Background: an optimization exercise with open tools, aiming at small area, a short achievable clock period and few clock cycles per item. Do not read the settings as production practice.

== run A ==
// qrow_decoder
module qrow_decoder (
    input  wire         clk,
    input  wire         rst_n,
    input  wire         in_valid,
    output wire         in_ready,
    input  wire [127:0] in_bits,
    input  wire [7:0]   in_avail,
    output reg          out_valid,
    input  wire         out_ready,
    output reg          out_err,
    output reg  [6:0]   out_len,
    output reg          out_is_last,
    output reg          out_is_neighbor,
    output reg  [7:0]   out_qrow,
    output reg  [15:0]  out_hitmap,
    output wire [63:0]  out_tot
);
    wire [127:0] w;
    genvar g;
    generate
        for (g = 0; g < 128; g = g + 1) begin : g_rev
            assign w[g] = in_bits[127 - g];
        end
    endgenerate
    wire is_last = w[0];
    wire is_nb   = w[1];
    wire [29:0] v = is_nb ? w[31:2] : w[39:10];
    wire [7:0]  px0, px1;
    wire [3:0]  q0, q1;
    qrow_decoder_quadrow u_r0 (.b(v[15:2]), .px(px0), .l(q0));
    wire [3:0]  l0 = v[0] ? q0 : 4'd0;
    wire [13:0] b1 = v[29:2] >> l0;
    qrow_decoder_quadrow u_r1 (.b(b1), .px(px1), .l(q1));
    wire [3:0]  l1 = v[1] ? q1 : 4'd0;
    wire [15:0] hm = {v[1] ? px1 : 8'd0, v[0] ? px0 : 8'd0};
    wire [5:0]  sh = {1'b0, !is_nb, 3'd0} + l0 + l1;
    wire [94:0] ta = {w[98:72], sh[5] ? w[103:36] : w[71:4]};
    wire [78:0] tb = sh[4] ? ta[94:16] : ta[78:0];
    wire [70:0] tc = sh[3] ? tb[78:8]  : tb[70:0];
    wire [66:0] td = sh[2] ? tc[70:4]  : tc[66:0];
    wire [64:0] te = sh[1] ? td[66:2]  : td[64:0];
    wire [63:0] t  = sh[0] ? te[64:1]  : te[63:0];
    reg [63:0] tr;
    reg [5:0]  shr;
    reg [7:0]  avr;
    reg        lastr, nbr;
    reg [7:0]  qrowr;
    reg [15:0] h;
    assign in_ready = !out_valid || out_ready;
    always @(posedge clk) begin
        if (!rst_n)
            out_valid <= 1'b0;
        else
            out_valid <= in_valid || (out_valid && !out_ready);
    end
    always @(posedge clk) begin
        if (in_ready) begin
  ...
Size in the first run: about 2,400 cells after synthesis, roughly 240 I/O pins, roughly 0.019 mm² of cells after synthesis.
clock: 32.0 ns
lec_check: 0
cap_margin: 60
core_margin: 2
core_utilization: 30
gpl_timing_driven: 0
place_density: 0.35
setup_slack_margin: 0.3
slew_margin: 60
run.sh (not shown) runs the stock make flow with config.mk's settings and CLKGATE_MAP_FILE= SYNTH_SCRIPT=/design/flow/synth_recipe.tcl, a recipe that flattens the netlist after the stock synthesis.
#### Input delta (run B over run A)
- CAP_MARGIN: 60 -> 20
- GPL_TIMING_DRIVEN: 0 -> unset
- SLEW_MARGIN: 60 -> 20
==> flow/flow/run.sh (new file) <==
#!/bin/bash
# The standard layout, with plain port buffers and setup repair aimed
# well inside the clock period (the clock and constraints are unchanged).
set -euo pipefail
bash standard.sh "SETUP_SLACK_MARGIN=17" "BUFFER_PORTS_ARGS=-buffer_cell sky130_fd_sc_hd__buf_2" finish > make_flow.log 2>&1
==> flow/standard.sh (new file) <==
#!/bin/bash
# synth_recipe.tcl (not shown) runs the flow's synth.tcl, then flattens the netlist and writes it again
# the make line also repeats each setting of config.mk as NAME=value (left out here)
make -C /OpenROAD-flow-scripts/flow DESIGN_CONFIG=/design/flow/config.mk WORK_HOME=/design/flow/orfs CLKGATE_MAP_FILE= SYNTH_SCRIPT=/design/flow/synth_recipe.tcl "${@:-finish}"
removed: flow/run.sh
--- outcome ---
Depth of the worst hold-timing path: run B vs run A up 1
When run B is set beside run A, its final instance area turns out to be 11% larger.
Re routed wire length: run A and run B aren't equal, and the higher value belongs to run A.
Diff run A..run B | count of clock buffers in the final design | unchanged
Delay of the slowest critical-path stage (run B over run A): increase, 60 ps
Run B vs. run A: area of placed instances now sits lower; fraction of area in clock buffers and inverters now sits lower; layout filler cell count now sits lower.
Input-level comparison between run C and run B:
==> flow/run.sh (new file) <==
#!/bin/bash
# synth_recipe.tcl (not shown) runs the flow's synth.tcl, then flattens the netlist and writes it again
# the make line also repeats each setting of config.mk as NAME=value (left out here)
make -C /OpenROAD-flow-scripts/flow DESIGN_CONFIG=/design/flow/config.mk WORK_HOME=/design/flow/orfs CLKGATE_MAP_FILE= SYNTH_SCRIPT=/design/flow/synth_recipe.tcl finish
removed: flow/flow/run.sh
removed: flow/standard.sh
No stage failed in run C, and the final checks on the layout all came back clean. Measured against each other, run C and run B differ in relative area change from synthesis to final layout, the lower figure coming from run C. Compared to run B, the router laid down less metal wire for run C. Setup WNS run B -> run C: worse. The count of non-CTS buffers in the layout of run C is lower than that of run B.
[inputs] run D vs run C
- setting GPL_TIMING_DRIVEN to 0 for the first time
--- outcome ---
Diff run C -> run D | wire length per cell after detailed routing | up by a few percent
Compared with run C, in run D number of buffers and inverters on the critical path increased by 8 relative to the old numbers; mux share of post-synthesis cell area closely matched the old numbers; number of cells in the finished layout apart from fillers increased by 168 relative to the old numbers.
Area added between synthesis and finish, run C and run D, higher one = run D.
Re post-route antenna net violation count: no difference whatsoever between run D and run C.
The clock-cell share of area of run C and that of run D are within noise of each other.
Run C vs run D, end point of the critical path: tr[1] vs tr[29]
Where final hold slack is concerned, run C is better than run D.
| netlist area before placement | run C vs run D | ≈ equal |
[inputs] run E vs run D
- GPL_TIMING_DRIVEN no longer set, was 0
==> flow/flow/run.sh (new file) <==
#!/bin/bash
# The standard layout, with plain port buffers and setup repair aimed
# well inside the clock period (the clock and constraints are unchanged).
set -euo pipefail
bash standard.sh "SETUP_SLACK_MARGIN=0.3" "BUFFER_PORTS_ARGS=-buffer_cell sky130_fd_sc_hd__buf_2" finish > make_flow.log 2>&1
==> flow/standard.sh (new file) <==
#!/bin/bash
# synth_recipe.tcl (not shown) runs the flow's synth.tcl, then flattens the netlist and writes it again
# the make line also repeats each setting of config.mk as NAME=value (left out here)
make -C /OpenROAD-flow-scripts/flow DESIGN_CONFIG=/design/flow/config.mk WORK_HOME=/design/flow/orfs CLKGATE_MAP_FILE= SYNTH_SCRIPT=/design/flow/synth_recipe.tcl "${@:-finish}"
removed: flow/run.sh
Results
Number of buffer and inverter instances along the worst setup path ends up higher on run D. Reported for run D and run E, effective utilization at floorplan turned out identical to the last digit. Summary of run E over run D: non-clock buffer total of the final layout decreased about 40%, final routed wire length divided by cell count decreased 0.80 µm, number of cells in the finished layout apart from fillers saw a decrease. Run E vs. run D: accumulated negative setup slack stayed essentially flat; tightest slew margin relative to the limit fell by 3.4 points. Run E: fraction of final layout cells with drive strength greater than 1 9.3 points above run D. Reported for run D and run E, total congestion overflow turned out identical to the last digit. In the tables for run D and run E, iteration count of the initial detailed-routing pass reads higher with run D.
No run of this note included a check of the RTL's function; only the layout flow was run.

## static timing again, ports no longer ideal
No port has a modelled driver above. Below, the same layouts with a new extraction and two added sets of constraints. Step 1 sets driving cells, clkbuf_16 on the clock port and buf_2 on the other inputs (assumed; they add their load-dependent delay and slew). Step 2 times the ports against the registers' clock, not the clock port: input delays grow and output delays shrink by t, the midpoint of the rising clock arrivals with the driver on. Three values: no drivers, after step 1, after step 2; two values: the first two.
run | t, ns | setup WS [ns] | worst hold slack (ns)
run A | 0.423 | 13.571 / 13.597 / 13.173 | 0.753 / 0.753 / 0.753
run B | 0.414 | 16.839 / 16.843 / 16.429 | 1.022 / 1.022 / 1.022
run C | 0.420 | 12.212 / 12.239 / 11.818 | 0.988 / 0.988 / 0.988
run D | 0.427 | 12.842 / 12.873 / 12.445 | 0.750 / 0.750 / 0.750
run E | 0.419 | 11.977 / 12.008 / 11.589 | 1.053 / 1.053 / 1.053
After both steps setup and hold are still met in every run listed. For run B, which loses most, drivers alone change the setup slack by +0.004 ns; drivers and shift together by -0.410 ns.
